From an optimization exercise on the open Yosys and OpenROAD flow, aimed at small area and a short achievable clock period; shortcuts taken in it are not production practice.
The RTL was checked by simulation tests, not by an equivalence proof against the original design.
Power is estimated from default activity; no workload was simulated.

==> design/flow/design.v <==
module ess_rx_codec (
    input  wire        clk,
    input  wire        rst,           
    input  wire        rx_valid,
    input  wire [31:0] rx_word,
    output reg         rx_rsp_valid,
    output reg  [31:0] rx_rsp,
    input  wire        cmd_valid,
    input  wire [31:0] cmd_word,
    output reg         cmd_rsp_valid,
    output wire [31:0] cmd_rsp
);
    localparam integer P_CAP = 500;
    localparam integer NFR   = 63;       
    localparam integer F_PHY = 504;
    localparam integer NPR   = 64;       
    localparam [7:0] SM  = 8'h24;
    localparam [7:0] EM1 = 8'h40;
    localparam [7:0] EM2 = 8'h23;
    localparam [7:0] AK1 = 8'h2A;
    localparam [7:0] AK2 = 8'h25;
    localparam [3:0] RC_OK        = 4'h0;
    localparam [3:0] RC_FRAME     = 4'h1;
    localparam [3:0] RC_ACK       = 4'h2;
    localparam [3:0] RC_OVERFLOW  = 4'h3;
    localparam [3:0] RC_UNDERFLOW = 4'h4;
    localparam [3:0] RC_RANGE     = 4'h9;
    localparam [3:0] RC_ILLEGAL   = 4'hA;
    localparam [1:0] P_AWAIT_START = 2'd0;
    localparam [1:0] P_COLLECTING  = 2'd1;
    localparam [1:0] P_AWAIT_END1  = 2'd2;
    localparam [1:0] P_AWAIT_END2  = 2'd3;
    localparam [1:0] A_START   = 2'd0;
    localparam [1:0] A_GOT_SM  = 2'd1;
    localparam [1:0] A_GOT_AK1 = 2'd2;
    reg [2:0] c8;             
    wire [1:0] cnt = c8[1:0];
    reg [3:0] coh;            
    reg [31:0] rsp_q;         
    reg [7:0]  rsp_b;         
    assign cmd_rsp = {rsp_q[31:8], rsp_q[7:0] | rsp_b};
    reg [8:0] rdidx;
    reg [8:0] wridx;
    reg [8:0] fill;
    reg [8:0] wp;             
    reg [8:0] ap;             
    reg [3:0] pq_n;           
    reg [7:0] hq [0:7];       
    reg [7:0] pf;             
    reg [7:0] pg [0:7];       
    reg       armed;
    reg       dpend;
    reg       inb;
    reg [7:0] len;
    reg [7:0] flen;
    reg [7:0] pcount;
    reg [1:0] pst;
    reg       fv;
    reg [1:0] ast;
    reg [7:0] pay0;           
    reg [7:0] fw_v;
    reg [7:0] fw_d [0:7];
    reg [3:0] pw_v;
    reg [7:0] pw_d [0:3];
    reg [5:0] pw_r [0:3];
    wire [3:0]  c_op  = cmd_word[31:28];
    wire        c_s   = cmd_word[27];
    wire [10:0] c_rsv = cmd_word[26:16];
    wire [7:0]  c_a   = cmd_word[15:8];
    wire [7:0]  c_d   = cmd_word[7:0];
    wire c_hi_zero = (c_rsv == 11'd0);
    wire c_nop    = cmd_word == 32'h0000_0000;
    wire c_pop    = cmd_word == 32'h3000_0000;
    wire c_rearm  = cmd_word == 32'h4000_0000;
    wire c_setlen = (c_op == 4'h5) && !c_s && c_hi_zero && (c_a == 8'd0);
    wire c_parse  = (c_op == 4'h6) && !c_s && c_hi_zero && (c_a == 8'd0);
    wire c_parsef = cmd_word == 32'h6800_0000;
    wire c_pack   = (c_op == 4'h7) && !c_s && c_hi_zero && (c_a == 8'd0);
    wire c_packf  = cmd_word == 32'h7800_0000;
    wire c_rdpay  = (c_op == 4'h9) && !c_s && c_hi_zero && (c_d == 8'd0);
    wire c_rdreg  = (c_op == 4'hD) && !c_s && c_hi_zero && (c_d == 8'd0);
    wire c_legal = c_nop | c_pop | c_rearm | c_setlen | c_parse | c_parsef |
                   c_pack | c_packf | c_rdpay | c_rdreg;
    wire r_nop    = rx_word == 32'h0000_0000;
    wire r_push   = rx_word[31:8] == 24'h100000;
    wire r_detach = rx_word == 32'h2000_0000;
    wire [7:0] r_d = rx_word[7:0];
    wire [8*8*NFR-1:0] fq;        
    wire [8*4*NPR-1:0] pq;        
    wire       fw_we = fw_v[c8];
    wire [7:0] fw_wd = fw_d[c8];
    wire [5:0] wp_r  = wp[8:3];
    wire       fw_in_wp = (c8 < wp[2:0]);
    reg  [NFR-1:0] wp_dec;
    reg  [NFR-1:0] fw_sel;
    integer n;
    always @(*) begin
        for (n = 0; n < NFR; n = n + 1)
            wp_dec[n] = (wp_r == n);
        for (n = 0; n < NFR; n = n + 1)
            fw_sel[n] = fw_we && (fw_in_wp ? wp_dec[n] : wp_dec[(n + 1) % NFR]);
    end
    wire       pw_we = pw_v[cnt];
    wire [7:0] pw_wd = pw_d[cnt];
    wire [5:0] pw_wr = pw_r[cnt];
    genvar gr;
    generate
        for (gr = 0; gr < NFR; gr = gr + 1) begin : fring
            reg [7:0] p0, p1, p2, p3, p4, p5, p6, p7;
            always @(posedge clk) begin
                p0 <= p1;
                p1 <= p2;
                p2 <= p3;
                p3 <= p4;
                p4 <= p5;
                p5 <= p6;
                p6 <= p7;
                p7 <= fw_sel[gr] ? fw_wd : p0;
            end
            assign fq[gr*64 +: 64] = {p7, p6, p5, p4, p3, p2, p1, p0};
        end
        for (gr = 0; gr < NPR; gr = gr + 1) begin : pring
            reg [7:0] p0, p1, p2, p3;
            always @(posedge clk) begin
                p0 <= p1;
                p1 <= p2;
                p2 <= p3;
                p3 <= (pw_we && pw_wr == gr) ? pw_wd : p0;
            end
            assign pq[gr*32 +: 32] = {p3, p2, p1, p0};
        end
    endgenerate
    localparam integer NG = 8;                
    wire [5:0] ap_r    = ap[8:3];
    wire       ap_at   = (ap[2:0] == c8);
    wire [2:0] ph2     = c8 + 3'd2;           
    wire       ps_next = (ph2 < ap[2:0]);     
    reg  [NFR-1:0] ap_dec;
    reg  [NFR-1:0] ps_sel;
    reg  [7:0] pg_d [0:NG-1];
    reg  [7:0] pf_d;
    integer k, g;
    always @(*) begin
        for (k = 0; k < NFR; k = k + 1)
            ap_dec[k] = (ap_r == k);
        for (k = 0; k < NFR; k = k + 1)
            ps_sel[k] = ps_next ? ap_dec[(k + NFR - 1) % NFR] : ap_dec[k];
        for (g = 0; g < NG; g = g + 1)
            pg_d[g] = 8'd0;
        for (k = 0; k < NFR; k = k + 1)
            pg_d[k / 8] = pg_d[k / 8] | ({8{ps_sel[k]}} & fq[k*64 + 16 +: 8]);
        pf_d = 8'd0;
        for (g = 0; g < NG; g = g + 1)
            pf_d = pf_d | pg[g];
    end
    wire [5:0] ap_r1   = (ap_r == NFR-1) ? 6'd0 : ap_r + 6'd1;
    wire       ap_hit  = fw_v[c8] && (fw_in_wp ? (wp_r == ap_r) : (wp_r == ap_r1));
    wire [7:0] feed_b  = ap_hit ? fw_wd : pf;
    wire [1:0] pa_j   = c_a[1:0];
    wire [5:0] pa_r   = c_a[7:2];
    reg  [3:0] pa_jdec;
    reg  [3:0] pa_psel;
    reg  [7:0] pa_ring_lo;    
    reg  [7:0] pa_ring_hi;    
    integer m, q, e;
    always @(*) begin
        for (q = 0; q < 4; q = q + 1)
            pa_jdec[q] = (pa_j == q);
        for (q = 0; q < 4; q = q + 1) begin
            pa_psel[q] = 1'b0;
            for (e = 0; e < 4; e = e + 1)
                pa_psel[q] = pa_psel[q] | (pa_jdec[e] & coh[(e - q) & 3]);
        end
        pa_ring_lo = 8'd0;
        pa_ring_hi = 8'd0;
        for (m = 0; m < NPR; m = m + 1)
            for (q = 0; q < 4; q = q + 1)
                if (m < NPR/2)
                    pa_ring_lo = pa_ring_lo | ({8{(pa_r == m) && pa_psel[q]}} & pq[m*32 + q*8 +: 8]);
                else
                    pa_ring_hi = pa_ring_hi | ({8{(pa_r == m) && pa_psel[q]}} & pq[m*32 + q*8 +: 8]);
    end
    wire       pa_hit  = pw_v[pa_j] && (pw_r[pa_j] == pa_r);
    wire [7:0] pa_byte = (c_a == 8'd0) ? pay0 : pa_hit ? pw_d[pa_j] : pa_ring_lo;
    wire       pa_hi_ok = c_rdpay && (c_a != 8'd0) && (c_a != 8'hFF) && !pa_hit;
    wire fifo_empty = (fill == 9'd0);
    wire fifo_full  = (fill == P_CAP);
    wire c_takes   = cmd_valid && (c_pop || c_parsef || c_packf);
    wire c_take_ok = c_takes && !fifo_empty;
    wire [7:0] hd = hq[0];
    wire [7:0] c_byte = (c_parsef || c_packf) ? hd : c_d;
    wire do_dstep = cmd_valid && (c_parse  || (c_parsef && !fifo_empty));
    wire do_astep = cmd_valid && (c_pack   || (c_packf  && !fifo_empty));
    wire frame_done = (pst == P_AWAIT_END2) && (c_byte == EM2);
    wire ack_done   = (ast == A_GOT_AK1)    && (c_byte == AK2);
    wire [8:0] fill_c  = c_take_ok ? fill - 9'd1 : fill;
    wire       armed_c = (cmd_valid && c_rearm) ? 1'b1 : armed;
    wire       dpend_c = (cmd_valid && c_rearm) ? 1'b0 : dpend;
    reg  [15:0] reg_val;
    reg         reg_ok;
    always @(*) begin
        reg_ok  = 1'b1;
        reg_val = 16'd0;
        case (c_a)
            8'h00: reg_val = {11'd0, inb, 1'b0, fv, dpend, armed};
            8'h01: reg_val = {12'd0, ast, pst};
            8'h02: reg_val = {7'd0, fill};
            8'h03: reg_val = {7'd0, rdidx};
            8'h04: reg_val = {7'd0, wridx};
            8'h05: reg_val = {8'd0, len};
            8'h06: reg_val = {8'd0, flen};
            8'h07: reg_val = {8'd0, pcount};
            8'h08: reg_val = 16'd0;
            8'h09: reg_val = 16'd0;
            8'h0A: reg_val = P_CAP;
            default: reg_ok = 1'b0;
        endcase
    end
    reg [3:0]  c_rc;
    reg [15:0] c_data;
    always @(*) begin
        c_rc   = RC_OK;
        c_data = 16'd0;
        if (!c_legal) begin
            c_rc = RC_ILLEGAL;
        end else if (c_pop) begin
            if (fifo_empty) c_rc = RC_UNDERFLOW;
            else            c_data = {8'd0, hd};
        end else if (c_parse || c_parsef) begin
            if (c_parsef && fifo_empty) begin
                c_rc = RC_UNDERFLOW;
            end else if (frame_done) begin
                c_rc   = RC_FRAME;
                c_data = {flen, c_byte};
            end else begin
                c_data = {8'd0, c_byte};
            end
        end else if (c_pack || c_packf) begin
            if (c_packf && fifo_empty) begin
                c_rc = RC_UNDERFLOW;
            end else begin
                if (ack_done) c_rc = RC_ACK;
                c_data = {8'd0, c_byte};
            end
        end else if (c_rdpay) begin
            if (c_a == 8'hFF) c_rc = RC_RANGE;
            else              c_data = {8'd0, pa_byte};
        end else if (c_rdreg) begin
            if (reg_ok) c_data = reg_val;
            else        c_rc   = RC_RANGE;
        end
    end
    wire r_push_v   = rx_valid && r_push;
    wire r_detach_v = rx_valid && r_detach;
    wire r_full     = fifo_full && !c_take_ok;
    wire r_push_ok  = r_push_v && !r_full;
    wire [8:0] wridx_inc = (wridx == P_CAP-1) ? 9'd0 : wridx + 9'd1;
    wire [8:0] rdidx_inc = (rdidx == P_CAP-1) ? 9'd0 : rdidx + 9'd1;
    wire [8:0] ap_inc    = (ap == F_PHY-1) ? 9'd0 : ap + 9'd1;
    wire [8:0] wp_inc    = (wp == F_PHY-1) ? 9'd0 : wp + 9'd1;
    wire arr_empty = (ap == wp);
    wire pq_room   = (pq_n != 4'd8) || c_take_ok;
    wire ins_feed  = ap_at && !arr_empty && pq_room;
    wire ins_push  = r_push_ok && arr_empty && pq_room;
    wire ins       = ins_feed || ins_push;
    wire [7:0] ins_b = arr_empty ? r_d : feed_b;
    wire [3:0] pq_n_c = c_take_ok ? pq_n - 4'd1 : pq_n;
    wire arr_push  = r_push_ok && !ins_push;
    wire ins_t  = (ap_at && !arr_empty) || (r_push_v && arr_empty);
    wire ins_k  = ((ap_at && !arr_empty) || (r_push_v && !fifo_full && arr_empty)) &&
                  (pq_n != 4'd8);
    reg [7:0] hq_t [0:7];
    reg [7:0] hq_k [0:7];
    integer i;
    always @(*) begin
        for (i = 0; i < 8; i = i + 1) begin
            hq_t[i] = (ins_t && pq_n == i + 1) ? ins_b : ((i == 7) ? hq[7] : hq[i+1]);
            hq_k[i] = (ins_k && pq_n == i)     ? ins_b : hq[i];
        end
    end
    reg [3:0] r_rc;
    always @(*) begin
        r_rc = RC_OK;
        if (!(r_nop || r_push || r_detach)) r_rc = RC_ILLEGAL;
        else if (r_push && r_full)          r_rc = RC_OVERFLOW;
    end
    wire pay_we = do_dstep && (pst == P_COLLECTING);
    integer j;
    always @(posedge clk) begin
        rx_rsp  <= {r_rc, 28'd0};
        rsp_q   <= {c_rc, 12'd0, c_data};
        rsp_b   <= pa_hi_ok ? pa_ring_hi : 8'd0;
        pf <= pf_d;
        for (j = 0; j < 8; j = j + 1)
            pg[j] <= pg_d[j];
        for (j = 0; j < 8; j = j + 1)
            hq[j] <= c_take_ok ? hq_t[j] : hq_k[j];
        if (pay_we && pcount == 8'd0) pay0 <= c_byte;
        for (j = 0; j < 8; j = j + 1) begin
            if (arr_push && wp[2:0] == j) begin
                fw_d[j] <= r_d;
            end
        end
        for (j = 0; j < 4; j = j + 1) begin
            if (pay_we && pcount[1:0] == j && pcount != 8'd0) begin
                pw_d[j] <= c_byte;
                pw_r[j] <= pcount[7:2];
            end
        end
        if (rst) begin
            c8            <= 3'd0;
            coh           <= 4'b0001;
            fw_v          <= 8'd0;
            pw_v          <= 4'd0;
            rdidx         <= 9'd0;
            wridx         <= 9'd0;
            ap            <= 9'd0;
            wp            <= 9'd0;
            pq_n          <= 4'd0;
            fill          <= 9'd0;
            armed         <= 1'b0;
            dpend         <= 1'b0;
            inb           <= 1'b0;
            len           <= 8'd0;
            flen          <= 8'd0;
            pcount        <= 8'd0;
            pst           <= P_AWAIT_START;
            fv            <= 1'b0;
            ast           <= A_START;
            rx_rsp_valid  <= 1'b0;
            cmd_rsp_valid <= 1'b0;
        end else begin
            c8  <= c8 + 3'd1;
            coh <= {coh[2:0], coh[3]};
            for (j = 0; j < 8; j = j + 1) begin
                if (arr_push && wp[2:0] == j)
                    fw_v[j] <= 1'b1;
                else if (c8 == j)
                    fw_v[j] <= 1'b0;
            end
            for (j = 0; j < 4; j = j + 1) begin
                if (pay_we && pcount[1:0] == j && pcount != 8'd0)
                    pw_v[j] <= 1'b1;
                else if (cnt == j)
                    pw_v[j] <= 1'b0;
            end
            rx_rsp_valid  <= rx_valid;
            cmd_rsp_valid <= cmd_valid;
            if (c_take_ok) rdidx <= rdidx_inc;
            if (r_push_ok) wridx <= wridx_inc;
            if (r_push_ok) wp    <= wp_inc;
            fill <= r_push_ok ? fill_c + 9'd1 : fill_c;
            if (ins) ap <= ap_inc;
            pq_n <= ins ? pq_n_c + 4'd1 : pq_n_c;
            if (r_detach_v) begin
                armed <= 1'b0;
                dpend <= 1'b1;
                inb   <= 1'b0;
            end else begin
                armed <= armed_c;
                dpend <= dpend_c;
                if (r_push_v && armed_c) inb <= 1'b1;
            end
            if (cmd_valid && c_setlen) len <= c_d;
            if (do_dstep) begin
                case (pst)
                    P_AWAIT_START: begin
                        if (c_byte == SM) begin
                            flen   <= len;
                            pcount <= 8'd0;
                            fv     <= 1'b0;
                            pst    <= (len == 8'd0) ? P_AWAIT_END1 : P_COLLECTING;
                        end
                    end
                    P_COLLECTING: begin
                        pcount <= pcount + 8'd1;
                        if (pcount + 8'd1 == flen) pst <= P_AWAIT_END1;
                    end
                    P_AWAIT_END1: begin
                        pst <= (c_byte == EM1) ? P_AWAIT_END2 : P_AWAIT_START;
                    end
                    P_AWAIT_END2: begin
                        pst <= P_AWAIT_START;
                        if (c_byte == EM2) fv <= 1'b1;
                    end
                endcase
            end
            if (do_astep) begin
                case (ast)
                    A_START:   if (c_byte == SM) ast <= A_GOT_SM;
                    A_GOT_SM:  ast <= (c_byte == AK1) ? A_GOT_AK1 : A_START;
                    default:   ast <= A_START;
                endcase
            end
        end
    end
endmodule
==> design/flow/flow/run.sh <==
#!/bin/bash
# Standard ORFS layout, with repair_timing aiming past the clock period's
# slack, buf_6 port buffers, and a CTS without dummy loads and with larger
# sink clusters.
set -euo pipefail
bash standard.sh \
  SETUP_SLACK_MARGIN=7.0 \
  "BUFFER_PORTS_ARGS=-buffer_cell sky130_fd_sc_hd__buf_6" \
  "CTS_ARGS=-sink_clustering_enable -repair_clock_nets -dont_use_dummy_load -sink_clustering_size 20 -sink_clustering_max_diameter 60" \
  finish > standard_make.log 2>&1
==> design/flow/standard.sh <==
#!/bin/bash
# synth_recipe.tcl (not shown) runs the flow's synth.tcl, then flattens the netlist and writes it again
# the make line also repeats each setting of config.mk as NAME=value (left out here)
make -C /OpenROAD-flow-scripts/flow DESIGN_CONFIG=/design/flow/config.mk WORK_HOME=/design/flow/orfs CLKGATE_MAP_FILE= SYNTH_SCRIPT=/design/flow/synth_recipe.tcl "${@:-finish}"
==> design/flow/config.mk <==
export PLATFORM = sky130hd
export DESIGN_NAME = ess_rx_codec
export DESIGN_NICKNAME = ess_rx_codec
export VERILOG_FILES = /design/flow/design.v
export SDC_FILE = /design/flow/constraint.sdc
export NUM_CORES = 4
export LEC_CHECK = 0
export CAP_MARGIN = 20
export CORE_MARGIN = 2
export CORE_UTILIZATION = 45
export SLEW_MARGIN = 20
export TNS_END_PERCENT = 10
==> design/flow/constraint.sdc <==
create_clock -name core_clock -period 10.0 [get_ports {clk}]
set_input_delay 2.0000 -clock core_clock [delete_from_list [all_inputs] [get_ports {clk}]]
set_output_delay 2.0000 -clock core_clock [all_outputs]
set_load 0.01 [all_outputs]
==> results by group, run 1 <==
Setup path
  – CP Launch Type: input pin
  – Worst Path Buf+Inv: 5
  – CP max-delay cell: or4_4
  – Crit path arrival time: 4.93 ns
  – WP data required: 10.83 ns
  – Cell family with most CP delay: simple AND/OR/NAND/NOR gates
  – Worst path max stage delay: 0.69 ns
  – Crit path depth: 12
  – Crit Path Class: in -> reg
  – Cells along the critical path: buf_16 -> or4_4 -> buf_4 -> a211oi_4 -> nand4_1 -> buf_6 -> buf_12 -> a21oi_4 -> buf_6 -> nand4_1 -> or3_4 -> a21oi_2
  – R2R cell count: 10
  – Top fanout value on the critical path: 5
  – Worst Setup End Kind: flop

Detailed routing
  – Highest metal used: met5
  – WL/cell: 31.6 µm
  – Pre-antenna DRT Iters: 12
  – Initial DRC Count: 14007
  – Routed wl met2: 241 mm
  – Wl on met1: 222 mm
  – Routed wire length: 563 mm
  – Post-route DRC violation count: 0
  – Met3 wire len: 56.3 mm
  – Final ANT Viol Nets: 0
  – Via density per instance: 5.74
  – Vias: 102232

Clock tree
  – Cts bufs inserted: 407
  – Maximum root-to-sink buffer count: 4
  – Hold_buf cts: 0
  – Latest clock arrival within the worst-skew pair: 0.99 ns
  – Sink Count: 6477
  – Root buffer cell: clkbuf_16
  – Clk slew on worst S/H paths: 0.07 ns
  – CTS tree: done
  – H-tree levels: 5

Timing
  – Hold Slack: 0.260 ns
  – Final Hold Viols: 0
  – Unrepaired setup endpoints after global routing: yes
  – Slew @ Worst Pin: 1.28 ns
  – Max Slew Vio Count: 0
  – Final Worst Setup Slack: 5.90 ns
  – TNS Setup: 0 ns
  – Setup violators final: 0
  – Fin crit period: 4.10 ns
  – Clock skew: 0.111 ns
  – Peak Freq: 0.244 GHz
  – Worst slew margin: 0.144
  – Fin crit share: 0.410

Synthesis
  – Post-synth EDFFs: 192
  – Syn Inst Count: 12086
  – FFs w/ async S/R, synth: 0
  – Area of the mapped netlist: 168000 µm²
  – Main flop type after synthesis: dfxtp_1
  – Synth cell types: 88
  – Ys Warns: 9
  – Synth Register Bits: 6477
  – Register area share after synthesis: 0.784
  – Avg Cell Area, Syn: 13.9 µm²

Global route
  – Initial antenna violation count: 31
  – Largest net degree at the start of global routing: 59
  – First-pass GRT wire length: 771 mm
  – Total global routing overflow: 0
  – Global Route Usage Sum: 0.285
  – Number of global-route vias before repair: 100087

Die
  – Initial Util: 0.451
  – Core area: 372000 µm²
  – IO Count: 134
  – DIE AREA: 378000 µm²
  – Site Rows: 224
  – Die height: 615 µm
  – Die Wd: 615 µm

Power and ir drop
  – Pwr Density: 218 nW/µm²
  – Leak Pwr: 73.9 nW
  – Clock power frac: 0.357
  – Post-layout power: 42.5 mW
  – Sequential Power Share: 0.609
  – Combinational fraction of design power: 0.033
  – Net switching power figure: 9.05 mW
  – Peak supply drop: 0.167 mV
  – Sw frac: 0.213
  – Cell Int Power: 33.4 mW

Cells and area
  – Layout Cells excl Fill: 17802
  – Most frequent cells in the layout: dfxtp_1, nand2_1, a22oi_1
  – Total Nets Final: 12922
  – Layout area overhead: 16.3%
  – Commonest non-fill, non-tap cell in the layout: dfxtp_1
  – Layout cells sized above 1: 0.190

Status
  – Status: timing/DRC/antenna clean

Min path
  – Worst Hold Class: reg -> reg
  – Worst hold path depth: 0

Job
  – MaxCap Viol Count: 0

Placed design
  – Placement Setup Slack: 3.77 ns
  – Placed Cells incl. Taps: 16918
  – PortBufs: 92
  – DPL Wire Length: 346 mm
  – Final Wtd Congestion: 1.01
-- registers in the layout (all words and copies together) (netlist names), 9 cells and up --
name and count:
fring.p7 504, pw_r 24, rsp_q 20, fring.p6 504, fring.p3 504, wridx 9, fring.p4 504, pg 64
fw_d 64, fring.p2 504, ap 9, pring.p1 512, wp 9, fring.p5 504, hq 64, fring.p0 504
pring.p3 512, pw_d 32, fring.p1 504, pring.p0 512, pring.p2 512, rdidx 9, fill 9
-- synth_stat cells (100+ instances only) --
library cell | count | area, µm²
clkbuf_1 | 428 | 1610
mux2_2 | 604 | 6800
a21oi_1 | 134 | 671
a22oi_1 | 656 | 4920
nor2_1 | 374 | 1400
o21ai_0 | 592 | 2960
a222oi_1 | 172 | 1720
edfxtp_1 | 192 | 5770
nor3_1 | 100 | 500
nand2_1 | 879 | 3300
dfxtp_1 | 6285 | 126000
nand4_1 | 168 | 1050
nand3_1 | 211 | 1060
-- path summary, 6_finish.rpt --
check                                     start              end  slack [ns]
worst max-delay path               cmd_word[15]         wridx[6]        5.90
worst min-delay path            fring[33].p6[1]  fring[33].p5[1]        0.26
worst max register to register            c8[1]         pg[7][2]        6.14
worst min register to register  fring[33].p6[1]  fring[33].p5[1]        0.26
-- kinds of logic after synthesis --
group,synth area share
other,0.0000223
AO/OA/AOI/OAI,0.0903
buffers and inverters,0.0150
flip-flops,0.784
XOR/XNOR,0.00407
multiplexers,0.0465
AND/OR/NAND/NOR,0.0575
adder cells (fa/ha/maj),0.00283
-- final cells by class --
cell class | count | area [µm²]
fill | 30777 | 177000
sequential | 6477 | 132000
multi-input combinational | 5056 | 37700
clock buffer | 407 | 10200
timing repair buffer | 817 | 9180
tap | 4972 | 6220
inverter | 57 | 220
antenna | 16 | 40.0
-- per-stage QoR --
stage               cell area [µm²]  utilization
floorplan                    168000            -
global route                 195000        0.525
CTS                          192000        0.515
finish                       195000        0.525
detailed placement           176000        0.474
global placement             176000        0.473
-- metal layers --
| metal | global-route usage | up-vias |
|---|---|---|
| li1 | - | 43637 |
| met1 | 0.364 | 50477 |
| met2 | 0.434 | 6113 |
| met3 | 0.0756 | 1985 |
| met4 | 0.169 | 20 |
| met5 | 0.00189 | - |
-- what timing repair did --
| item | 4_1_cts | 5_1_grt |
|---|---|---|
| endpoints found under the setup margin | 1525 | 1518 |
| pin swaps | 122 | 162 |
| resized for setup | 490 | 391 |
| cloned | 49 | 12 |
| buffers inserted | 225 | 175 |
-- power groups by stage --
| stage | clock [mW] | sequential [mW] | combinational (mW) |
|---|---|---|---|
| after global routing | 16.3 | 25.9 | 1.41 |
| after detailed placement | 0 | 26.5 | 1.01 |
| final | 15.2 | 25.9 | 1.42 |
| after CTS | 15.4 | 25.9 | 1.30 |
| after floorplan | 0 | 26.5 | 0.376 |
| after global placement | 0 | 26.5 | 1.00 |
==> inputs of run 2 (changes only) <==
--- a/design/flow/design.v
+++ b/design/flow/design.v
@@ -63,6 +63,12 @@
     reg [3:0] pw_v;
     reg [7:0] pw_d [0:3];
     reg [5:0] pw_r [0:3];
+    reg       nf_v;
+    reg [7:0] nf_d;
+    reg [5:0] nf_r;
+    reg       np_v;
+    reg [7:0] np_d;
+    reg [5:0] np_r;
     wire [3:0]  c_op  = cmd_word[31:28];
     wire        c_s   = cmd_word[27];
     wire [10:0] c_rsv = cmd_word[26:16];
@@ -87,22 +93,11 @@
     wire [7:0] r_d = rx_word[7:0];
     wire [8*8*NFR-1:0] fq;        
     wire [8*4*NPR-1:0] pq;        
-    wire       fw_we = fw_v[c8];
-    wire [7:0] fw_wd = fw_d[c8];
-    wire [5:0] wp_r  = wp[8:3];
-    wire       fw_in_wp = (c8 < wp[2:0]);
-    reg  [NFR-1:0] wp_dec;
-    reg  [NFR-1:0] fw_sel;
-    integer n;
-    always @(*) begin
-        for (n = 0; n < NFR; n = n + 1)
-            wp_dec[n] = (wp_r == n);
-        for (n = 0; n < NFR; n = n + 1)
-            fw_sel[n] = fw_we && (fw_in_wp ? wp_dec[n] : wp_dec[(n + 1) % NFR]);
-    end
-    wire       pw_we = pw_v[cnt];
-    wire [7:0] pw_wd = pw_d[cnt];
-    wire [5:0] pw_wr = pw_r[cnt];
+    wire [5:0] wp_r    = wp[8:3];
+    wire [5:0] wp_r_m1 = (wp_r == 6'd0) ? NFR-1 : wp_r - 6'd1;
+    wire [2:0] e1      = c8 + 3'd1;
+    wire [5:0] wr_e1   = (e1 < wp[2:0]) ? wp_r : wp_r_m1;
+    wire [1:0] q1      = cnt + 2'd1;
     genvar gr;
     generate
         for (gr = 0; gr < NFR; gr = gr + 1) begin : fring
@@ -115,7 +110,7 @@
                 p4 <= p5;
                 p5 <= p6;
                 p6 <= p7;
-                p7 <= fw_sel[gr] ? fw_wd : p0;
+                p7 <= (nf_v && nf_r == gr) ? nf_d : p0;
             end
             assign fq[gr*64 +: 64] = {p7, p6, p5, p4, p3, p2, p1, p0};
         end
@@ -125,7 +120,7 @@
                 p0 <= p1;
                 p1 <= p2;
                 p2 <= p3;
-                p3 <= (pw_we && pw_wr == gr) ? pw_wd : p0;
+                p3 <= (np_v && np_r == gr) ? np_d : p0;
             end
             assign pq[gr*32 +: 32] = {p3, p2, p1, p0};
         end
@@ -153,9 +148,8 @@
         for (g = 0; g < NG; g = g + 1)
             pf_d = pf_d | pg[g];
     end
-    wire [5:0] ap_r1   = (ap_r == NFR-1) ? 6'd0 : ap_r + 6'd1;
-    wire       ap_hit  = fw_v[c8] && (fw_in_wp ? (wp_r == ap_r) : (wp_r == ap_r1));
-    wire [7:0] feed_b  = ap_hit ? fw_wd : pf;
+    wire       ap_hit  = nf_v && (nf_r == ap_r);
+    wire [7:0] feed_b  = ap_hit ? nf_d : pf;
     wire [1:0] pa_j   = c_a[1:0];
     wire [5:0] pa_r   = c_a[7:2];
     reg  [3:0] pa_jdec;
@@ -193,7 +187,8 @@
     wire do_astep = cmd_valid && (c_pack   || (c_packf  && !fifo_empty));
     wire frame_done = (pst == P_AWAIT_END2) && (c_byte == EM2);
     wire ack_done   = (ast == A_GOT_AK1)    && (c_byte == AK2);
-    wire [8:0] fill_c  = c_take_ok ? fill - 9'd1 : fill;
+    wire [8:0] fill_m1 = fill - 9'd1;
+    wire [8:0] fill_p1 = fill + 9'd1;
     wire       armed_c = (cmd_valid && c_rearm) ? 1'b1 : armed;
     wire       dpend_c = (cmd_valid && c_rearm) ? 1'b0 : dpend;
     reg  [15:0] reg_val;
@@ -264,7 +259,8 @@
     wire ins_push  = r_push_ok && arr_empty && pq_room;
     wire ins       = ins_feed || ins_push;
     wire [7:0] ins_b = arr_empty ? r_d : feed_b;
-    wire [3:0] pq_n_c = c_take_ok ? pq_n - 4'd1 : pq_n;
+    wire [3:0] pq_n_m1 = pq_n - 4'd1;
+    wire [3:0] pq_n_p1 = pq_n + 4'd1;
     wire arr_push  = r_push_ok && !ins_push;
     wire ins_t  = (ap_at && !arr_empty) || (r_push_v && arr_empty);
     wire ins_k  = ((ap_at && !arr_empty) || (r_push_v && !fifo_full && arr_empty)) &&
@@ -285,12 +281,18 @@
         else if (r_push && r_full)          r_rc = RC_OVERFLOW;
     end
     wire pay_we = do_dstep && (pst == P_COLLECTING);
+    wire cap_f = arr_push && (wp[2:0] == e1);
+    wire cap_p = pay_we && (pcount[1:0] == q1) && (pcount != 8'd0);
     integer j;
     always @(posedge clk) begin
         rx_rsp  <= {r_rc, 28'd0};
         rsp_q   <= {c_rc, 12'd0, c_data};
         rsp_b   <= pa_hi_ok ? pa_ring_hi : 8'd0;
         pf <= pf_d;
+        nf_d <= cap_f ? r_d : fw_d[e1];
+        nf_r <= cap_f ? wp_r : wr_e1;
+        np_d <= cap_p ? c_byte : pw_d[q1];
+        np_r <= cap_p ? pcount[7:2] : pw_r[q1];
         for (j = 0; j < 8; j = j + 1)
             pg[j] <= pg_d[j];
         for (j = 0; j < 8; j = j + 1)
@@ -311,6 +313,8 @@
             c8            <= 3'd0;
             coh           <= 4'b0001;
             fw_v          <= 8'd0;
+            nf_v          <= 1'b0;
+            np_v          <= 1'b0;
             pw_v          <= 4'd0;
             rdidx         <= 9'd0;
             wridx         <= 9'd0;
@@ -331,6 +335,8 @@
             cmd_rsp_valid <= 1'b0;
         end else begin
             c8  <= c8 + 3'd1;
+            nf_v <= cap_f || fw_v[e1];
+            np_v <= cap_p || pw_v[q1];
             coh <= {coh[2:0], coh[3]};
             for (j = 0; j < 8; j = j + 1) begin
                 if (arr_push && wp[2:0] == j)
@@ -349,9 +355,15 @@
             if (c_take_ok) rdidx <= rdidx_inc;
             if (r_push_ok) wridx <= wridx_inc;
             if (r_push_ok) wp    <= wp_inc;
-            fill <= r_push_ok ? fill_c + 9'd1 : fill_c;
-            if (ins) ap <= ap_inc;
-            pq_n <= ins ? pq_n_c + 4'd1 : pq_n_c;
+            if (c_take_ok) begin
+                fill <= r_push_v ? fill : fill_m1;
+                if (ins_t) ap <= ap_inc;
+                pq_n <= ins_t ? pq_n : pq_n_m1;
+            end else begin
+                fill <= (r_push_v && !fifo_full) ? fill_p1 : fill;
+                if (ins_k) ap <= ap_inc;
+                pq_n <= ins_k ? pq_n_p1 : pq_n;
+            end
             if (r_detach_v) begin
                 armed <= 1'b0;
                 dpend <= 1'b1;
--- a/design/flow/flow/run.sh
+++ b/design/flow/flow/run.sh
@@ -4,7 +4,7 @@
 # sink clusters.
 set -euo pipefail
 bash standard.sh \
-  SETUP_SLACK_MARGIN=7.0 \
+  SETUP_SLACK_MARGIN=6.5 \
   "BUFFER_PORTS_ARGS=-buffer_cell sky130_fd_sc_hd__buf_6" \
   "CTS_ARGS=-sink_clustering_enable -repair_clock_nets -dont_use_dummy_load -sink_clustering_size 20 -sink_clustering_max_diameter 60" \
   finish > standard_make.log 2>&1
==> results by group, run 2 <==
Status
  – Status: timing/DRC/antenna clean

Setup path
  – CP Launch Type: input pin
  – Crit path arrival time: 5.02 ns (+0.09 ns)
  – Top fanout value on the critical path: 6 (+1)
  – RR Startpoint: c8[1]
  – Worst Setup End Kind: flop
  – Crit Path Class: in -> reg
  – Worst setup path start: cmd_word[8]
  – WP data required: 10.83 ns (about the same)

Global route
  – Global Route Usage Sum: 0.288 (+0.00288)
  – Initial antenna violation count: 38 (+23%)
  – Gr busiest metal: met2
  – First-pass GRT wire length: 774 mm (+0.34%)
  – Largest net degree at the start of global routing: 65 (+10%)
  – Met3 usage: 0.0594 (-0.0162)
  – Total global routing overflow: 0 (unchanged)
  – Number of global-route vias before repair: 96963 (-3.1%)
  – Met2 usage: 0.451 (+0.0176)
  – Met1 usage: 0.370 (+0.00644)

Detailed routing
  – Pre-antenna DRT Iters: 7 (-5)
  – Routed wire length: 564 mm (+0.18%)
  – Vias: 97442 (-4.7%)
  – Final ANT Viol Nets: 0 (unchanged)
  – Initial DRC Count: 11686 (-17%)
  – Post-route DRC violation count: 0 (unchanged)
  – WL/cell: 32.8 µm (+3.6%)
  – Via density per instance: 5.66 (-1.4%)

Job
  – MaxCap Viol Count: 0 (unchanged)

Synthesis
  – Syn Inst Count: 11629 (-3.8%)
  – Post-synthesis compound-gate area fraction: 0.0755 (-0.0148)
  – Mux contribution to synthesized area: 0.0768 (+0.0303)
  – Register area share after synthesis: 0.779 (-0.00485)
  – XOR/XNOR Fraction of Synth Area: 0.00366 (-0.000405)
  – Top cells by count, synth: dfxtp_1, mux2_2, a22oi_1
  – Simple-gate area share of the yosys netlist: 0.0472 (-0.0103)
  – Largest cells by area after synthesis: dfxtp_1, mux2_2, edfxtp_1, a22oi_1, nand2_1
  – Avg Cell Area, Syn: 14.6 µm² (+5.1%)
  – Count leader, synth: dfxtp_1
  – Main flop type after synthesis: dfxtp_1
  – Area of the mapped netlist: 170000 µm² (+1.1%)
  – Share of Yosys cell area claimed by the top area cell type: 0.745 (-0.00448)
  – Synth cell types: 97 (+10%)
  – FFs w/ async S/R, synth: 0 (unchanged)
  – Area leader, netlist: dfxtp_1
  – Post-Synth Adder-Cell Area: 0.00314 (+0.000309)
  – Ys Warns: 9 (unchanged)
  – Synth Register Bits: 6507 (+0.46%)
  – Largest family of logic cells by synthesized area: multiplexers
  – Post-synth EDFFs: 192 (unchanged)

Power and ir drop
  – Net switching power figure: 9.08 mW (+0.39%)
  – Sequential Power Share: 0.614 (+0.005)
  – Pwr Density: 222 nW/µm² (+1.8%)
  – Post-layout power: 42.8 mW (+0.84%)
  – Clock power frac: 0.363 (+0.006)
  – Combinational fraction of design power: 0.023 (-0.010)
  – Peak supply drop: 0.191 mV (+14%)
  – Leak Pwr: 74.6 nW (+1.0%)
  – Sw frac: 0.212 (-0.000951)
  – Cell Int Power: 33.8 mW (+0.96%)

Clock tree
  – Latest clock arrival within the worst-skew pair: 1.01 ns (+0.02 ns)
  – H-tree levels: 5 (unchanged)
  – Hold_buf cts: 0 (unchanged)
  – CTS tree: done
  – Maximum root-to-sink buffer count: 4 (unchanged)
  – Sink Count: 6507 (+0.46%)
  – Cts bufs inserted: 422 (+3.7%)
  – Clk slew on worst S/H paths: 0.08 ns (about the same)
  – Root buffer cell: clkbuf_16

Timing
  – Worst slew margin: 0.160 (+0.0163)
  – TNS Setup: 0 ns (unchanged)
  – Clock skew: 0.119 ns (+0.00794 ns)
  – Unrepaired setup endpoints after global routing: yes
  – Peak Freq: 0.239 GHz (-1.9%)
  – Final Hold Viols: 0 (unchanged)
  – Slew @ Worst Pin: 1.26 ns (-0.0217 ns)
  – Max Slew Vio Count: 0 (unchanged)
  – Final Worst Setup Slack: 5.82 ns (-0.0796 ns)
  – Setup violators final: 0 (unchanged)
  – Hold Slack: 0.256 ns (-0.00371 ns)
  – Fin crit period: 4.18 ns (+0.0796 ns)
  – Fin crit share: 0.418 (+0.00796)

Die
  – Site Rows: 225 (+0.45%)
  – Die Wd: 618 µm (+0.54%)
  – DIE AREA: 382000 µm² (+1.1%)
  – Core area: 376000 µm² (+0.98%)
  – IO Count: 134 (unchanged)
  – Initial Util: 0.452 (+0.000470)
  – Die height: 618 µm (+0.54%)

Cells and area
  – Most frequent cells in the layout: dfxtp_1, mux2_2, a22oi_1
  – Layout area overhead: 13.9%
  – Final core occ: 0.515 (-0.0101)
  – Layout Cells excl Fill: 17215 (-3.3%)
  – Layout cells sized above 1: 0.207 (+0.0166)
  – Design area: 193000 µm² (-0.97%)
  – Total Nets Final: 12268 (-5.1%)
  – Filler instances: 31318 (+1.8%)
  – Commonest non-fill, non-tap cell in the layout: dfxtp_1

Placed design
  – Placed Area: 178000 µm² (+0.93%)
  – Placed Cells incl. Taps: 16513 (-2.4%)
  – Final Wtd Congestion: 0.991 (-2.3%)
  – PortBufs: 92 (unchanged)
  – Placement Setup Slack: 3.64 ns (-0.134 ns)
  – DPL Wire Length: 359 mm (+3.9%)

Min path
  – Worst Hold Class: reg -> reg
  – Worst hold start: fring[36].p7[3]
==> run 2: cell count changes in the layout (fill, tap and decap cells not counted), moves of 22 or more <==
cell / before / now
nand2_1: 853 / 393
mux2_2: 598 / 1028
o21ai_0: 553 / 139
buf_4: 467 / 353
buf_6: 194 / 133
a221oi_1: 68 / 122
nand4_1: 168 / 118
diode_2: 16 / 65
a22o_1: 76 / 124
a22oi_1: 637 / 593
a222oi_1: 172 / 135
mux2i_1: 26 / 63
and3_1: 38 / 63
buf_12: 69 / 47
==> run 2: kinds of logic (layout without fill, tap and decap cells) <==
| family | after synthesis | count (layout) |
|---|---|---|
| multiplexers | 1133 | 1134 |
| AO/OA/AOI/OAI | 1687 | 1689 |
| AND/OR/NAND/NOR | 1607 | 1608 |
| XOR/XNOR | 71 | 71 |
| adder cells (fa/ha/maj) | 42 | 42 |
| flip-flops | 6507 | 6507 |
| buffers and inverters | 581 | 1064 |
| other | 1 | 106 |
==> run 2: timing repair <==
item / CTS / global route
setup endpoints to repair: 483 / 481
pin swaps: 89 / 43
buffers inserted: 158 / 26
resized for setup: 397 / 77
cloned: 29 / 2
==> run 2: worst paths after layout <==
kind                                   endpoint  slack, ns  depth (start not counted)
worst min register to register  fring[36].p6[3]       0.26                          0
worst max register to register         pg[5][7]       5.96                         12
worst max-delay path                   rsp_q[7]       5.82                         11
worst min-delay path            fring[36].p6[3]       0.26                          0
==> run 2: worst max-delay path, cell delays in order <==
cell and delay (ns):
buf_16 0.11, mux4_4 0.72, buf_16 0.21, buf_16 0.16, and3_4 0.21, a32oi_1 0.16
nand3_1 0.10, or4_4 0.44, a2111oi_4 0.28, nand4b_1 0.23, a221o_1 0.36
==> run 2: layout make-up <==
| cell class | count | area [µm²] | share of cell area |
|---|---|---|---|
| multi-input cells | 4585 | 37300 | 0.193 |
| repair buffers | 589 | 6480 | 0.0335 |
| diodes | 65 | 163 | 0.000842 |
| flip-flops and latches | 6507 | 132000 | 0.684 |
| clock buffers | 422 | 10600 | 0.0546 |
| inverters | 53 | 236 | 0.00122 |
| well taps | 4994 | 6250 | 0.0323 |
==> run 2: power groups by stage <==
stage / clock, mW / combinational [mW] / sequential, mW
5_1_grt: 16.7 / 0.996 / 26.3
2_1_floorplan: 0 / 0.442 / 26.7
3_3_place_gp: 0 / 0.731 / 26.9
3_5_place_dp: 0 / 0.735 / 26.9
4_1_cts: 15.8 / 0.951 / 26.3
6_report: 15.6 / 0.993 / 26.3
==> run 2: layer usage <==
metal  up-vias  routed length [µm]  part of all wire
met4        16               38000             0.067
met1     48989              229000              0.41
met5         -                 126           0.00022
met3      1501               46000             0.082
met2      4981              251000              0.44
li1      41955                   -                 -
==> inputs of run 3 (changes only) <==
--- a/design/flow/flow/run.sh
+++ b/design/flow/flow/run.sh
@@ -4,7 +4,7 @@
 # sink clusters.
 set -euo pipefail
 bash standard.sh \
-  SETUP_SLACK_MARGIN=6.5 \
+  SETUP_SLACK_MARGIN=6.0 \
   "BUFFER_PORTS_ARGS=-buffer_cell sky130_fd_sc_hd__buf_6" \
   "CTS_ARGS=-sink_clustering_enable -repair_clock_nets -dont_use_dummy_load -sink_clustering_size 20 -sink_clustering_max_diameter 60" \
   finish > standard_make.log 2>&1
==> results by group, run 3 <==
Cells and area
  – Layout area overhead: 12.7%
  – Filler instances: 31414 (+0.31%)
  – Multi-input gate area: 36700 µm² (-1.7%)
  – Layout cells sized above 1: 0.195 (-0.0115)
  – Most frequent cells in the layout: dfxtp_1, mux2_2, a22oi_1
  – Total Nets Final: 12190 (-0.64%)
  – Commonest non-fill, non-tap cell in the layout: dfxtp_1
  – Layout Cells excl Fill: 17142 (-0.42%)
  – FF+latch area: 132000 µm² (about the same)

Die
  – Initial Util: 0.452 (unchanged)
  – Core area: 376000 µm² (unchanged)
  – Die height: 618 µm (unchanged)
  – IO Count: 134 (unchanged)
  – Die Wd: 618 µm (unchanged)
  – Site Rows: 225 (unchanged)
  – DIE AREA: 382000 µm² (unchanged)

Timing
  – Max Slew Vio Count: 0 (unchanged)
  – Setup violators final: 0 (unchanged)
  – Slew @ Worst Pin: 1.35 ns (+0.0891 ns)
  – Final Hold Viols: 0 (unchanged)
  – Clock skew: 0.0886 ns (-0.0304 ns)
  – Fin crit period: 4.37 ns (+0.187 ns)
  – Peak Freq: 0.229 GHz (-4.3%)
  – Worst slew margin: 0.102 (-0.0584)
  – Fin crit share: 0.437 (+0.0187)
  – Unrepaired setup endpoints after global routing: yes
  – TNS Setup: 0 ns (unchanged)

Synthesis
  – Area of the mapped netlist: 170000 µm² (unchanged)
  – Area leader, netlist: dfxtp_1
  – FFs w/ async S/R, synth: 0 (unchanged)
  – Post-synth EDFFs: 192 (unchanged)
  – Syn Inst Count: 11629 (unchanged)
  – Register area share after synthesis: 0.779 (unchanged)
  – Top cells by count, synth: dfxtp_1, mux2_2, a22oi_1
  – Main flop type after synthesis: dfxtp_1
  – Synth cell types: 97 (unchanged)
  – Share of Yosys cell area claimed by the top area cell type: 0.745 (unchanged)
  – Avg Cell Area, Syn: 14.6 µm² (unchanged)
  – Count leader, synth: dfxtp_1
  – Ys Warns: 9 (unchanged)
  – Largest cells by area after synthesis: dfxtp_1, mux2_2, edfxtp_1, a22oi_1, nand2_1
  – Synth Register Bits: 6507 (unchanged)

Clock tree
  – CTS tree: done
  – Sink Count: 6507 (unchanged)
  – Cts bufs inserted: 418 (-0.95%)
  – Root buffer cell: clkbuf_16
  – Maximum root-to-sink buffer count: 4 (unchanged)
  – Latest clock arrival within the worst-skew pair: 0.98 ns (-0.03 ns)
  – H-tree levels: 5 (unchanged)
  – Clk slew on worst S/H paths: 0.08 ns (about the same)
  – Hold_buf cts: 0 (unchanged)

Global route
  – First-pass GRT wire length: 778 mm (+0.53%)
  – Largest net degree at the start of global routing: 77 (+18%)
  – Global Route Usage Sum: 0.291 (+0.00308)
  – Initial antenna violation count: 33 (-13%)
  – Total global routing overflow: 0 (unchanged)
  – Number of global-route vias before repair: 95939 (-1.1%)

Detailed routing
  – WL/cell: 33.3 µm (+1.7%)
  – Via density per instance: 5.65 (-0.10%)
  – Initial DRC Count: 11217 (-4.0%)
  – Vias: 96931 (-0.52%)
  – Routed wire length: 571 mm (+1.2%)
  – Post-route DRC violation count: 0 (unchanged)
  – Final ANT Viol Nets: 0 (unchanged)
  – Pre-antenna DRT Iters: 10 (+3)

Placed design
  – Placed Cells incl. Taps: 16516 (+0.018%)
  – DPL Wire Length: 368 mm (+2.6%)
  – PortBufs: 92 (unchanged)
  – Final Wtd Congestion: 1.00 (+1.1%)

Status
  – Status: timing/DRC/antenna clean

Setup path
  – Worst Setup End Kind: flop
  – Crit path arrival time: 5.23 ns (+0.21 ns)
  – R2R cell count: 9 (-3)
  – Crit Path Class: in -> reg
  – WP data required: 10.86 ns (+0.03 ns)
  – CP Launch Type: input pin
  – Top fanout value on the critical path: 16 (+10)

Min path
  – Worst Hold Class: reg -> reg
  – Worst hold path depth: 0 (unchanged)

Power and ir drop
  – Pwr Density: 223 nW/µm² (+0.69%)
  – Peak supply drop: 0.182 mV (-4.6%)
  – Post-layout power: 42.7 mW (-0.36%)
  – Leak Pwr: 73.9 nW (-1.1%)

Job
  – MaxCap Viol Count: 0 (unchanged)
-- run 3: cell counts after synthesis --
Identical to the previous run, type by type.
-- run 3: logic make-up (layout without fill, tap and decap cells) --
kind of cell / count (synthesis) / after routing / share of synthesized area
AO/OA/AOI/OAI: 1687 / 1687 / 0.0755
buffers and inverters: 581 / 984 / 0.0147
other: 1 / 111 / 0.0000221
flip-flops: 6507 / 6507 / 0.779
adder cells (fa/ha/maj): 42 / 42 / 0.00314
AND/OR/NAND/NOR: 1607 / 1609 / 0.0472
XOR/XNOR: 71 / 71 / 0.00366
multiplexers: 1133 / 1137 / 0.0768
-- run 3: through the flow --
step | util | instance area, µm² | hold slack (ns) | setup slack [ns]
after detailed placement | 0.474 | 178000 | 0.312 | 3.69
after CTS | 0.507 | 191000 | 0.249 | 5.74
after floorplan | - | 170000 | 0.310 | 5.39
after global routing | 0.509 | 191000 | 0.252 | 5.71
after global placement | 0.473 | 178000 | 0.310 | 3.71
final | 0.509 | 191000 | 0.263 | 5.63
-- run 3: timing repair --
action	4_1_cts	5_1_grt
pin swaps	47	11
gates cloned	22	3
resized for setup	196	38
buffers inserted	91	22
endpoints found under the setup margin	408	426
hold endpoints to repair	0	0
-- run 3: final cells by class --
cell class,count,area share
antenna,70,0.000916
tap,4994,0.0327
sequential,6507,0.692
timing repair buffer,513,0.0272
clock buffer,418,0.0547
multi-input combinational,4587,0.192
inverter,53,0.00113
-- run 3: critical path, cell delays in order --
cell and delay, ns:
buf_16 0.14, buf_12 0.12, mux4_2 0.62, xor2_1 0.21
nor4_2 0.58, nand3_1 0.22, buf_12 0.23, o21ai_2 0.49
a31oi_2 0.24, a211o_1 0.31
-- run 3: where the power goes --
group          leakage, nW  switching (mW)  internal [mW]
Clock                 5.15            8.13           7.36
Combinational         16.1           0.687          0.249
Sequential            52.6           0.223           26.0
Total                 73.9            9.04           33.6
-- run 3: per-layer routing --
layer | share of wire | track usage
met5 | 0.00053 | 0
met4 | 0.061 | 0.157
met3 | 0.083 | 0.0682
met2 | 0.44 | 0.446
met1 | 0.42 | 0.380
-- run 3: path summary, 6_finish.rpt --
path / start / to / slack, ns
min: fring[8].p3[7] / fring[8].p2[7] / 0.26
max: cmd_word[8] / rsp_q[1] / 5.63
min reg2reg: fring[8].p3[7] / fring[8].p2[7] / 0.26
max reg2reg: c8[2] / pg[4][1] / 5.89
==> inputs of run 4 (changes only) <==
--- a/design/flow/design.v
+++ b/design/flow/design.v
@@ -156,6 +156,8 @@
     reg  [3:0] pa_psel;
     reg  [7:0] pa_ring_lo;    
     reg  [7:0] pa_ring_hi;    
+    reg  [7:0] pa_cl [0:3];
+    reg  [7:0] pa_ch [0:3];
     integer m, q, e;
     always @(*) begin
         for (q = 0; q < 4; q = q + 1)
@@ -165,14 +167,21 @@
             for (e = 0; e < 4; e = e + 1)
                 pa_psel[q] = pa_psel[q] | (pa_jdec[e] & coh[(e - q) & 3]);
         end
-        pa_ring_lo = 8'd0;
-        pa_ring_hi = 8'd0;
-        for (m = 0; m < NPR; m = m + 1)
-            for (q = 0; q < 4; q = q + 1)
+        for (q = 0; q < 4; q = q + 1) begin
+            pa_cl[q] = 8'd0;
+            pa_ch[q] = 8'd0;
+            for (m = 0; m < NPR; m = m + 1)
                 if (m < NPR/2)
-                    pa_ring_lo = pa_ring_lo | ({8{(pa_r == m) && pa_psel[q]}} & pq[m*32 + q*8 +: 8]);
+                    pa_cl[q] = pa_cl[q] | ({8{pa_r == m}} & pq[m*32 + q*8 +: 8]);
                 else
-                    pa_ring_hi = pa_ring_hi | ({8{(pa_r == m) && pa_psel[q]}} & pq[m*32 + q*8 +: 8]);
+                    pa_ch[q] = pa_ch[q] | ({8{pa_r == m}} & pq[m*32 + q*8 +: 8]);
+        end
+        pa_ring_lo = 8'd0;
+        pa_ring_hi = 8'd0;
+        for (q = 0; q < 4; q = q + 1) begin
+            pa_ring_lo = pa_ring_lo | ({8{pa_psel[q]}} & pa_cl[q]);
+            pa_ring_hi = pa_ring_hi | ({8{pa_psel[q]}} & pa_ch[q]);
+        end
     end
     wire       pa_hit  = pw_v[pa_j] && (pw_r[pa_j] == pa_r);
     wire [7:0] pa_byte = (c_a == 8'd0) ? pay0 : pa_hit ? pw_d[pa_j] : pa_ring_lo;
--- a/design/flow/flow/run.sh
+++ b/design/flow/flow/run.sh
@@ -4,7 +4,7 @@
 # sink clusters.
 set -euo pipefail
 bash standard.sh \
-  SETUP_SLACK_MARGIN=6.0 \
+  SETUP_SLACK_MARGIN=6.5 \
   "BUFFER_PORTS_ARGS=-buffer_cell sky130_fd_sc_hd__buf_6" \
   "CTS_ARGS=-sink_clustering_enable -repair_clock_nets -dont_use_dummy_load -sink_clustering_size 20 -sink_clustering_max_diameter 60" \
   finish > standard_make.log 2>&1
==> results by group, run 4 <==
Status
  – Status: timing/DRC/antenna clean

Die
  – Site Rows: 224 (-0.44%)
  – Core area: 372000 µm² (-0.97%)
  – Initial Util: 0.451 (-0.000470)
  – Die Wd: 615 µm (-0.53%)
  – Die height: 615 µm (-0.53%)
  – IO Count: 134 (unchanged)
  – DIE AREA: 378000 µm² (-1.1%)

Min path
  – Worst hold path depth: 0 (unchanged)
  – Worst hold start: pring[13].p3[0]
  – Worst Hold Class: reg -> reg
  – Worst hold path endpoint: pring[13].p2[0]

Setup path
  – Worst r2r dst: pg[1][3]
  – Crit path depth: 9 (-1)
  – Cell family with most CP delay: compound AO/OA/AOI/OAI gates
  – Crit Path Class: in -> reg
  – RR Startpoint: c8[1]
  – Crit path arrival time: 4.88 ns (-0.35 ns)
  – CP Launch Type: input pin
  – Worst Setup End Kind: flop
  – WP data required: 10.84 ns (-0.02 ns)
  – R2R cell count: 11 (+2)
  – Top fanout value on the critical path: 32 (+16)
  – Worst path max stage delay: 0.81 ns (+0.19 ns)
  – CP max-delay cell: o41ai_1
  – Reg2Reg Setup Slack: 6.18 ns (+0.29 ns)
  – Cells along the critical path: buf_6 -> nand2_1 -> nor3_2 -> buf_4 -> a22o_1 -> a221oi_1 -> nand3_1 -> o41ai_1 -> a31oi_1
  – Worst Path Buf+Inv: 2 (-1)

Clock tree
  – H-tree levels: 5 (unchanged)
  – CTS tree: done
  – Maximum root-to-sink buffer count: 4 (unchanged)
  – Clk slew on worst S/H paths: 0.08 ns (about the same)
  – Sink Count: 6507 (unchanged)
  – Hold_buf cts: 0 (unchanged)
  – Cts bufs inserted: 410 (-1.9%)
  – Root buffer cell: clkbuf_16
  – Latest clock arrival within the worst-skew pair: 1.00 ns (+0.02 ns)

Placed design
  – Placed Cells incl. Taps: 16086 (-2.6%)
  – Placed Area: 175000 µm² (-1.6%)
  – DPL Wire Length: 279 mm (-24%)
  – Final Wtd Congestion: 0.905 (-9.7%)
  – PortBufs: 92 (unchanged)

Global route
  – Largest net degree at the start of global routing: 80 (+3.9%)
  – First-pass GRT wire length: 636 mm (-18%)
  – Number of global-route vias before repair: 91237 (-4.9%)
  – Initial antenna violation count: 14 (-58%)
  – Total global routing overflow: 0 (unchanged)
  – Global Route Usage Sum: 0.227 (-0.0638)

Detailed routing
  – WL/cell: 26.8 µm (-20%)
  – Via density per instance: 5.38 (-4.8%)
  – Post-route DRC violation count: 0 (unchanged)
  – Final ANT Viol Nets: 0 (unchanged)
  – Vias: 89150 (-8.0%)
  – Initial DRC Count: 8935 (-20%)
  – Routed wire length: 444 mm (-22%)
  – Pre-antenna DRT Iters: 9 (-1)

Timing
  – Peak Freq: 0.248 GHz (+8.2%)
  – Final Hold Viols: 0 (unchanged)
  – Setup violators final: 0 (unchanged)
  – Fin crit period: 4.04 ns (-0.331 ns)
  – Max Slew Vio Count: 0 (unchanged)
  – TNS Setup: 0 ns (unchanged)
  – Clock skew: 0.141 ns (+0.0527 ns)
  – Slew @ Worst Pin: 1.28 ns (-0.0657 ns)
  – Hold Slack: 0.216 ns (-0.0477 ns)
  – Unrepaired setup endpoints after global routing: yes
  – Fin crit share: 0.404 (-0.0331)
  – Worst slew margin: 0.145 (+0.0427)

Synthesis
  – Register area share after synthesis: 0.787 (+0.00842)
  – Synth cell types: 86 (-11%)
  – Mux contribution to synthesized area: 0.0749 (-0.00185)
  – Ys Warns: 11 (+2)
  – Post-Synth Adder-Cell Area: 0.00318 (+0.0000340)
  – Largest cells by area after synthesis: dfxtp_1, mux2_2, a22oi_1, edfxtp_1, a221oi_1
  – Post-synthesis compound-gate area fraction: 0.0755 (about the same)
  – Share of Yosys cell area claimed by the top area cell type: 0.753 (+0.00806)
  – Top cells by count, synth: dfxtp_1, mux2_2, a22oi_1
  – Simple-gate area share of the yosys netlist: 0.0404 (-0.00682)
  – Syn Inst Count: 11326 (-2.6%)
  – Synth Register Bits: 6507 (unchanged)
  – Largest family of logic cells by synthesized area: compound AO/OA/AOI/OAI gates
  – FFs w/ async S/R, synth: 0 (unchanged)
  – Main flop type after synthesis: dfxtp_1
  – Avg Cell Area, Syn: 14.8 µm² (+1.6%)
  – Area leader, netlist: dfxtp_1
  – Area of the mapped netlist: 168000 µm² (-1.1%)
  – Post-synth EDFFs: 192 (unchanged)
  – Count leader, synth: dfxtp_1
  – XOR/XNOR Fraction of Synth Area: 0.00376 (+0.0000918)

Power and ir drop
  – Peak supply drop: 0.182 mV (+0.22%)
  – Pwr Density: 225 nW/µm² (+0.95%)
  – Leak Pwr: 72.1 nW (-2.4%)

Cells and area
  – Layout area overhead: 11.2%
  – Total Nets Final: 11702 (-4.0%)
  – Final core occ: 0.502 (-0.00722)
  – Layout Cells excl Fill: 16568 (-3.3%)
  – Commonest non-fill, non-tap cell in the layout: dfxtp_1
  – FF+latch area: 132000 µm² (about the same)
  – Filler instances: 31178 (-0.75%)
  – Most frequent cells in the layout: dfxtp_1, mux2_2, a22oi_1
  – Design area: 187000 µm² (-2.4%)
  – Layout cells sized above 1: 0.178 (-0.0171)
  – Multi-input gate area: 34500 µm² (-6.0%)

Job
  – MaxCap Viol Count: 0 (unchanged)
==> run 4: changes by cell type in the layout (fill, tap and decap cells not counted), sizes merged, moves of 34 or more <==
| cell | change |
|---|---|
| nand3 | -126 |
| a222oi | -66 |
| a22oi | +209 |
| a32oi | -80 |
| a21oi | -38 |
| diode | -64 |
| buf | -173 |
| a31oi | -44 |
| and3 | -34 |
| a221oi | +51 |
| nand2 | -65 |
| nand4 | +91 |
| a22o | +64 |
| nor2 | -75 |
==> run 4: final cells by class <==
| type | instances | area share |
|---|---|---|
| flip-flops and latches | 6507 | 0.708 |
| multi-input cells | 4280 | 0.185 |
| clock buffers | 410 | 0.0550 |
| well taps | 4972 | 0.0333 |
| repair buffers | 327 | 0.0172 |
| inverters | 66 | 0.00139 |
| diodes | 6 | 0.0000804 |
==> run 4: power breakdown <==
part	leakage [nW]	internal (mW)	switching (mW)	total, mW
clock	5.05	7.22	7.93	15.2
sequential	52.6	26.0	0.184	26.2
combinational	14.4	0.158	0.541	0.699
total	72.1	33.4	8.65	42.1
==> run 4: worst max path at each step <==
| stage | from | end | slack (ns) |
|---|---|---|---|
| after floorplan | cmd_word[14] | fill[8] | 5.19 |
| after global placement | cmd_word[14] | fill[8] | 4.08 |
| after detailed placement | cmd_word[14] | fill[8] | 4.25 |
| after CTS | rsp_b[4] | cmd_rsp[4] | 6.07 |
| after global routing | cmd_word[10] | fill[7] | 5.96 |
| final | cmd_word[14] | rsp_b[6] | 5.96 |
==> run 4: kinds of logic after synthesis <==
family                     after synthesis
buffers and inverters                  581
adders and majority gates               42
xor gates and xnor gates                72
AOI/OAI and AO/OA                     1671
and+or+nand+nor                       1345
other                                    1
muxes                                 1107
DFF                                   6507
==> run 4: layer usage <==
layer / global-route usage / vias to the layer above / wire, µm
li1: - / 40061 / -
met1: 0.286 / 44433 / 182000
met2: 0.375 / 3481 / 206000
met3: 0.0400 / 1161 / 29400
met4: 0.115 / 14 / 25700
met5: 0 / - / 86
==> run 4: through the flow <==
stage                     power, mW  setup WS [ns]
after floorplan                27.0           5.19
after global placement         27.5           4.08
after detailed placement       27.5           4.25
after CTS                      42.3           6.07
after global routing           43.3           5.96
final                          42.1           5.96
==> run 4: repair_timing <==
| action | 4_1_cts | 5_1_grt |
|---|---|---|
| setup buffers | 48 | 9 |
| setup endpoints to repair | 451 | 442 |
| cloned | 8 | 0 |
| resized for setup | 148 | 34 |
| pin swaps | 33 | 10 |
==> run 4: worst register-to-register path, cell delays in order, from the launching register on <==
cell,delay (ns)
dfxtp_2,0.39
inv_1,0.10
ha_1,0.31
nor2b_1,0.14
o21a_1,0.25
o21ai_0,0.37
a21oi_1,0.27
nand2_1,0.36
nor2_1,0.20
buf_4,0.27
a221oi_1,0.69
nand3_1,0.30
==> inputs of run 5 (changes only) <==
==> design/flow/flow/run.sh (replaced) <==
#!/bin/bash
# Standard ORFS layout, with repair_timing aiming past the clock period's
# slack, buf_6 port buffers, and a CTS without dummy loads, with small sink
# clusters driven by clkbuf_8.
set -euo pipefail
bash standard.sh \
  SETUP_SLACK_MARGIN=6.5 \
  "BUFFER_PORTS_ARGS=-buffer_cell sky130_fd_sc_hd__buf_6" \
  "CTS_ARGS=-sink_clustering_enable -repair_clock_nets -dont_use_dummy_load -sink_clustering_size 16 -sink_clustering_max_diameter 45 -buf_list {sky130_fd_sc_hd__clkbuf_8 sky130_fd_sc_hd__clkbuf_16} -root_buf sky130_fd_sc_hd__clkbuf_16 -sink_clustering_buffer sky130_fd_sc_hd__clkbuf_8" \
  finish > standard_make.log 2>&1
==> results by group, run 5 <==
Status
  – Status: timing/DRC/antenna clean

Synthesis
  – Largest cells by area after synthesis: dfxtp_1, mux2_2, a22oi_1, edfxtp_1, a221oi_1
  – Share of Yosys cell area claimed by the top area cell type: 0.753 (unchanged)
  – Main flop type after synthesis: dfxtp_1
  – Area leader, netlist: dfxtp_1
  – Post-synth EDFFs: 192 (unchanged)
  – Synth cell types: 86 (unchanged)
  – Ys Warns: 11 (unchanged)
  – Area of the mapped netlist: 168000 µm² (unchanged)
  – Avg Cell Area, Syn: 14.8 µm² (unchanged)
  – Syn Inst Count: 11326 (unchanged)
  – Synth Register Bits: 6507 (unchanged)
  – Count leader, synth: dfxtp_1
  – Top cells by count, synth: dfxtp_1, mux2_2, a22oi_1
  – FFs w/ async S/R, synth: 0 (unchanged)
  – Register area share after synthesis: 0.787 (unchanged)

Detailed routing
  – Routed wire length: 444 mm (+0.15%)
  – Pre-antenna DRT Iters: 18 (+9)
  – Initial DRC Count: 8384 (-6.2%)
  – Via density per instance: 5.37 (-0.19%)
  – WL/cell: 26.6 µm (-0.77%)
  – Post-route DRC violation count: 0 (unchanged)
  – Vias: 89805 (+0.73%)
  – Final ANT Viol Nets: 0 (unchanged)

Setup path
  – Cells along the critical path: buf_6 -> nand2_1 -> nor3_2 -> buf_4 -> a22oi_1 -> nand4_1 -> nor3_1 -> a21oi_1 -> nor4_1 -> nor2_1
  – Top fanout value on the critical path: 32 (unchanged)
  – WP data required: 10.84 ns (about the same)
  – Crit path arrival time: 4.98 ns (+0.10 ns)
  – CP max-delay cell: nor4_1
  – CP Launch Type: input pin
  – Crit Path Class: in -> reg
  – Worst path max stage delay: 0.87 ns (+0.06 ns)
  – Worst Setup End Kind: flop

Die
  – IO Count: 134 (unchanged)
  – Core area: 372000 µm² (unchanged)
  – Initial Util: 0.451 (unchanged)
  – Site Rows: 224 (unchanged)
  – Die height: 615 µm (unchanged)
  – Die Wd: 615 µm (unchanged)
  – DIE AREA: 378000 µm² (unchanged)

Cells and area
  – Layout area overhead: 10.1%
  – Total Nets Final: 11853 (+1.3%)
  – Layout Cells excl Fill: 16722 (+0.93%)
  – Commonest non-fill, non-tap cell in the layout: dfxtp_1
  – Most frequent cells in the layout: dfxtp_1, mux2_2, a22oi_1
  – Layout cells sized above 1: 0.188 (+0.00963)

Timing
  – Final Hold Viols: 0 (unchanged)
  – Fin crit share: 0.414 (+0.00986)
  – Max Slew Vio Count: 0 (unchanged)
  – Setup violators final: 0 (unchanged)
  – Peak Freq: 0.242 GHz (-2.4%)
  – Slew @ Worst Pin: 1.31 ns (+0.0321 ns)
  – Clock skew: 0.0850 ns (-0.0563 ns)
  – Hold Slack: 0.285 ns (+0.0694 ns)
  – TNS Setup: 0 ns (unchanged)
  – Fin crit period: 4.14 ns (+0.0986 ns)
  – Worst slew margin: 0.123 (-0.0215)
  – Unrepaired setup endpoints after global routing: yes

Placed design
  – Placed Cells incl. Taps: 16086 (unchanged)
  – PortBufs: 92 (unchanged)
  – DPL Wire Length: 279 mm (unchanged)
  – Final Wtd Congestion: 0.905 (unchanged)

Clock tree
  – Cts bufs inserted: 556 (+36%)
  – Root buffer cell: clkbuf_16
  – H-tree levels: 6 (+1)
  – Maximum root-to-sink buffer count: 4 (unchanged)
  – Latest clock arrival within the worst-skew pair: 0.98 ns (-0.02 ns)
  – Hold_buf cts: 0 (unchanged)
  – CTS tree: done
  – Sink Count: 6507 (unchanged)
  – Clk slew on worst S/H paths: 0.09 ns (about the same)

Job
  – MaxCap Viol Count: 0 (unchanged)

Global route
  – Initial antenna violation count: 14 (unchanged)
  – First-pass GRT wire length: 637 mm (+0.16%)
  – Global Route Usage Sum: 0.227 (+0.000390)
  – Number of global-route vias before repair: 92115 (+0.96%)
  – Total global routing overflow: 0 (unchanged)
  – Largest net degree at the start of global routing: 80 (unchanged)

Power and ir drop
  – Leak Pwr: 71.4 nW (-0.88%)
  – Pwr Density: 218 nW/µm² (-3.2%)
  – Peak supply drop: 0.166 mV (-8.8%)

Min path
  – Worst Hold Class: reg -> reg
[run 5: worst paths after layout]
path	cells after the start	slack, ns	to	start
max	10	5.86	rsp_b[1]	cmd_word[14]
min	0	0.28	fring[4].p2[2]	fring[4].p3[2]
max reg2reg	11	6.33	pg[1][2]	ap[1]
min reg2reg	0	0.28	fring[4].p2[2]	fring[4].p3[2]
[run 5: power by group]
part / leakage, nW / internal [mW] / switching, mW
registers: 52.6 / 26.0 / 0.183
clock network: 4.35 / 5.59 / 7.82
logic: 14.5 / 0.161 / 0.541
[run 5: cells by family after synthesis]
logic type	count (synthesis)	synth area share
DFF	6507	0.787
AOI/OAI and AO/OA	1671	0.0755
and+or+nand+nor	1345	0.0404
muxes	1107	0.0749
buffers and inverters	581	0.0148
xor gates and xnor gates	72	0.00376
adders and majority gates	42	0.00318
other	1	0.0000223
[run 5: timing repair]
item,CTS,global route
gates resized for setup,130,27
gates cloned,7,0
setup endpoints to repair,452,444
setup buffers,45,19
pin swaps,31,7
[run 5: critical path: cells and delay by family]
| family | cells | cell delay (ns) |
|---|---|---|
| buffers and inverters | 2 | 0.51 |
| AO/OA/AOI/OAI | 2 | 0.40 |
| AND/OR/NAND/NOR | 6 | 2.04 |
[run 5: metrics by stage]
| step | utilization | instance area (µm²) | setup WS, ns | total power, mW |
|---|---|---|---|---|
| 6_report | 0.497 | 185000 | 5.86 | 40.3 |
| 5_1_grt | 0.497 | 185000 | 5.94 | 41.6 |
| 4_1_cts | 0.496 | 185000 | 6.09 | 40.6 |
| 3_5_place_dp | 0.471 | 175000 | 4.25 | 27.5 |
| 3_3_place_gp | 0.470 | 175000 | 4.08 | 27.5 |
| 2_1_floorplan | - | 168000 | 5.19 | 27.0 |
[run 5: final cells by class]
type,instances,area [µm²]
Fill cell,31397,187000
Timing Repair Buffer,333,3290
Inverter,66,251
Tap cell,4972,6220
Sequential cell,6507,132000
Clock buffer,556,8430
Multi-Input combinational cell,4279,34400
Antenna cell,9,22.5
[run 5: layer usage]
layer,global-route usage,part of all wire
met5,0,0.00020
met4,0.119,0.057
met1,0.284,0.41
met2,0.373,0.46
met3,0.0454,0.067

-- afterwards: timing with drivers on the ports --
How much do the figures lean on ideal ports? The routed layouts below were timed once more, with nothing changed but the port constraints. Step 1, drivers: a clkbuf_16 drives clk and a buf_2 each remaining input, both assumed. Step 2 also shifts input and output timing later by t, the mid clock arrival at the registers, as if the neighbouring blocks saw the same clock. Three values: no drivers, after step 1, after step 2; two values: the first two.
run	shift t [ns]	slack for setup (ns)
run 1	1.039	5.896 / 5.550 / 4.510
run 2	1.054	5.817 / 5.503 / 4.448
run 3	1.056	5.630 / 5.229 / 4.173
run 4	1.040	5.961 / 5.892 / 4.852
run 5	1.062	5.862 / 5.767 / 4.705
After both steps every run listed still meets setup and hold.
